This design comes from an exercise in tuning for small area, a short achievable clock period and few clock cycles per item on the open sky130 flow, not from production work.
Only simulation tests tie the RTL to the original design; equivalence was not proved.
Power is estimated from default activity; no workload was simulated.

== run H ==
Design wiegand_26_parity_unit, start of the top module:
module wiegand_26_parity_unit (
    input  wire         clk,
    input  wire         rst,
    input  wire         req_valid,
    output wire         req_ready,
    input  wire [28:0]  req_iw,
    input  wire [4:0]   req_txt_len,
    input  wire [247:0] req_txt,
    output wire         resp_valid,
    input  wire         resp_ready,
    output wire [2:0]   resp_status,
    output wire [25:0]  resp_res,
    output wire [1:0]   resp_warn,
    output wire [207:0] resp_bin_txt,
    output wire [47:0]  resp_hex_txt
);
    localparam OP_FROM_BIN24 = 3'd0;
    localparam OP_FROM_BIN26 = 3'd1;
    localparam OP_FROM_HEX   = 3'd2;
    localparam OP_FROM_DEC   = 3'd3;
    localparam OP_RENDER     = 3'd4;
    localparam OP_COMPUTE    = 3'd5;
    localparam OP_VALIDATE   = 3'd6;
    localparam ST_OK          = 3'd0;
    localparam ST_INVALID     = 3'd1;
    localparam ST_OOR_FAC     = 3'd2;
    localparam ST_OOR_CARD    = 3'd3;
    localparam ST_ILLEGAL     = 3'd4;
    wire [2:0]  op  = req_iw[28:26];
    wire [25:0] arg = req_iw[25:0];
    wire [4:0]  len = req_txt_len;
  ...
For scale: about 2,400 cells after synthesis, ~73 flip-flops, roughly 580 I/O pins, roughly 17,000 µm² of cells after synthesis.
==> flow/config.mk <==
export PLATFORM = sky130hd
export DESIGN_NAME = wiegand_26_parity_unit
export DESIGN_NICKNAME = wiegand_26_parity_unit
export VERILOG_FILES = /design/flow/design.v
export SDC_FILE = /design/flow/constraint.sdc
export NUM_CORES = 4
export LEC_CHECK = 0
export CAP_MARGIN = 20
export CORE_MARGIN = 2
export CORE_UTILIZATION = 35
export SETUP_SLACK_MARGIN = 2.2
export SLEW_MARGIN = 20
==> flow/constraint.sdc <==
create_clock -name core_clock -period 6.0 [get_ports {clk}]
set_input_delay 1.2000 -clock core_clock [delete_from_list [all_inputs] [get_ports {clk}]]
set_output_delay 1.2000 -clock core_clock [all_outputs]
set_load 0.01 [all_outputs]
standard.sh (not shown) runs the stock make flow with config.mk's settings and CLKGATE_MAP_FILE= SYNTH_SCRIPT=/design/flow/synth_recipe.tcl, a recipe that flattens the netlist after the stock synthesis.
==> flow/flow/run.sh <==
#!/bin/bash
# The standard layout (standard.sh), with two changes to how it is made:
# - the port buffers are sky130_fd_sc_hd__buf_1 cells (the resizer may then
#   size them within the buf footprint) instead of the delay buffers that
#   buffer_ports picks by default;
# - synthesis leaves adders to ABC (no ADDER_MAP_FILE), so that they are
#   mapped with the rest of the logic rather than into fa/ha cells.
# make's full output goes to standard_flow.log here; the ORFS step logs are
# under orfs/logs.
set -euo pipefail
export BUFFER_PORTS_ARGS="-buffer_cell sky130_fd_sc_hd__buf_1"
bash standard.sh ADDER_MAP_FILE= finish > standard_flow.log 2>&1
Testbench counts of run H, summed over its fixed seeds: cycles 5,247, items 2,400.
--- input diff run H..run A ---
# run H
export LEC_CHECK = 0
export CAP_MARGIN = 20
export CORE_MARGIN = 2
export CORE_UTILIZATION = 35
export SETUP_SLACK_MARGIN = 2.2
export SLEW_MARGIN = 20
create_clock -name core_clock -period 6.0 [get_ports {clk}]
# run A
export LEC_CHECK = 0
export CAP_MARGIN = 20
export CORE_MARGIN = 2
export CORE_UTILIZATION = 35
export SETUP_SLACK_MARGIN = 2.0
export SLEW_MARGIN = 20
create_clock -name core_clock -period 6.0 [get_ports {clk}]
diff --git a/flow/flow/run.sh b/flow/flow/run.sh
--- a/flow/flow/run.sh
+++ b/flow/flow/run.sh
@@ -2,3 +2,3 @@
 # The standard layout (standard.sh), with two changes to how it is made:
-# - the port buffers are sky130_fd_sc_hd__buf_1 cells (the resizer may then
+# - the port buffers are sky130_fd_sc_hd__buf_2 cells (the resizer may then
 #   size them within the buf footprint) instead of the delay buffers that
@@ -10,3 +10,3 @@
 set -euo pipefail
-export BUFFER_PORTS_ARGS="-buffer_cell sky130_fd_sc_hd__buf_1"
+export BUFFER_PORTS_ARGS="-buffer_cell sky130_fd_sc_hd__buf_2"
 bash standard.sh ADDER_MAP_FILE= finish > standard_flow.log 2>&1
[summary]
Run A did not stop at any stage, and its layout met the timing, design-rule and antenna checks.
Fraction of final layout cells sized beyond drive strength 1 | run A above run H
In run A, minimum setup slack after placement is lower than in run H.
Switching power delta (run A − run H): favourable
Run comparison: run H worst setup path endpoint x_q[29]$_DFF_P_; run A worst setup path endpoint x_q[35]$_DFF_P_
Cmp run H and run A / final routed wirelength across all metal layers / higher: run A

## v49
wiegand_26_parity_unit, a different RTL version from the one above (not shown whole).
Size in the first run: about 2,400 cells after synthesis, roughly 82 flip-flops, roughly 580 I/O pins.
clock: 6.0 ns
lec_check: 0
cap_margin: 20
core_margin: 2
core_utilization: 35
setup_slack_margin: 2.6
slew_margin: 20
==> flow/flow/run.sh <==
#!/bin/bash
# The standard layout (standard.sh), with two changes to how it is made:
# - the port buffers are sky130_fd_sc_hd__buf_2 cells (the resizer may then
#   size them within the buf footprint) instead of the delay buffers that
#   buffer_ports picks by default;
# - synthesis leaves adders to ABC (no ADDER_MAP_FILE), so that they are
#   mapped with the rest of the logic rather than into fa/ha cells.
# make's full output goes to standard_flow.log here; the ORFS step logs are
# under orfs/logs.
set -euo pipefail
export BUFFER_PORTS_ARGS="-buffer_cell sky130_fd_sc_hd__buf_2"
bash standard.sh ADDER_MAP_FILE= finish > standard_flow.log 2>&1
v49 went all the way through the flow, and no timing, DRC or antenna check failed.
Testbench counts of v49, summed over its fixed seeds: cycles 5,247, items 2,400.
Modified inputs, v23 compared to v49
- changing SETUP_SLACK_MARGIN from 2.6 to 2.5
- v23 | stages: all done | timing, DRC, antenna: all pass
- Of v23 and v49, v49 shows the higher core occupancy in the finished layout, with v23 below it.
- Per the comparison of v23 with v49, routed wire length picked up an extra about 4.4%; setup slack after layout now larger; number of non-filler instances in the completed layout did not really move.
- Met3 routing resource usage after global routing (lower): v49
The following lists how v41 was set up differently from v23:
- a change of SETUP_SLACK_MARGIN from 2.5 to 2.4
### Flow results
Each of the runs, namely v23 and v41, reached the end of the flow and came out clean. v23 and v41 ended up with roughly the same via count. Total power of v41 is lower than that of v23. v41: share of final layout cell area taken by non-clock buffers is 0.78 points lower than what v23 reported. Delta (v41 minus v23): global router's overall resource usage has remained practically unchanged; final area has decreased. Number of cells in the design after placement: v23 vs v41, no meaningful difference.

afterwards: timing with drivers on the ports:
How much do the figures lean on ideal ports? The routed layouts below were timed once more, with nothing changed but the port constraints. Step 1: set_driving_cell puts a clkbuf_16 on clk and a buf_2 on each other input, an assumption about the parent block. Step 2 times the ports against the registers' clock, not the clock port: input delays grow and output delays shrink by t, the midpoint of the rising clock arrivals with the driver on. Three values: ideal, step 1, step 2; two values: the first two.
run | t (ns) | setup WS [ns] | hold slack, ns | latest minus earliest clock arrival (ns) | worst data-port slew with drivers (ns)
run H | 0.400 | 2.006 / 2.022 / 1.622 | 0.499 / 0.499 / 0.499 | 0.009 / 0.009 | 0.14
run A | 0.397 | 1.874 / 1.896 / 1.499 | 0.483 / 0.483 / 0.483 | 0.008 / 0.008 | 0.10
v49 | 0.417 | 2.299 / 2.299 / 2.130 | 0.497 / 0.497 / 0.497 | 0.021 / 0.020 | 0.19
v23 | 0.424 | 2.350 / 2.350 / 2.007 | 0.483 / 0.484 / 0.484 | 0.024 / 0.025 | 0.17
v41 | 0.442 | 2.317 / 2.317 / 1.957 | 0.487 / 0.487 / 0.487 | 0.024 / 0.025 | 0.10
After both steps every run listed still meets setup and hold. For run H, which loses most, drivers alone change the setup slack by +0.016 ns; drivers and shift together by -0.384 ns.
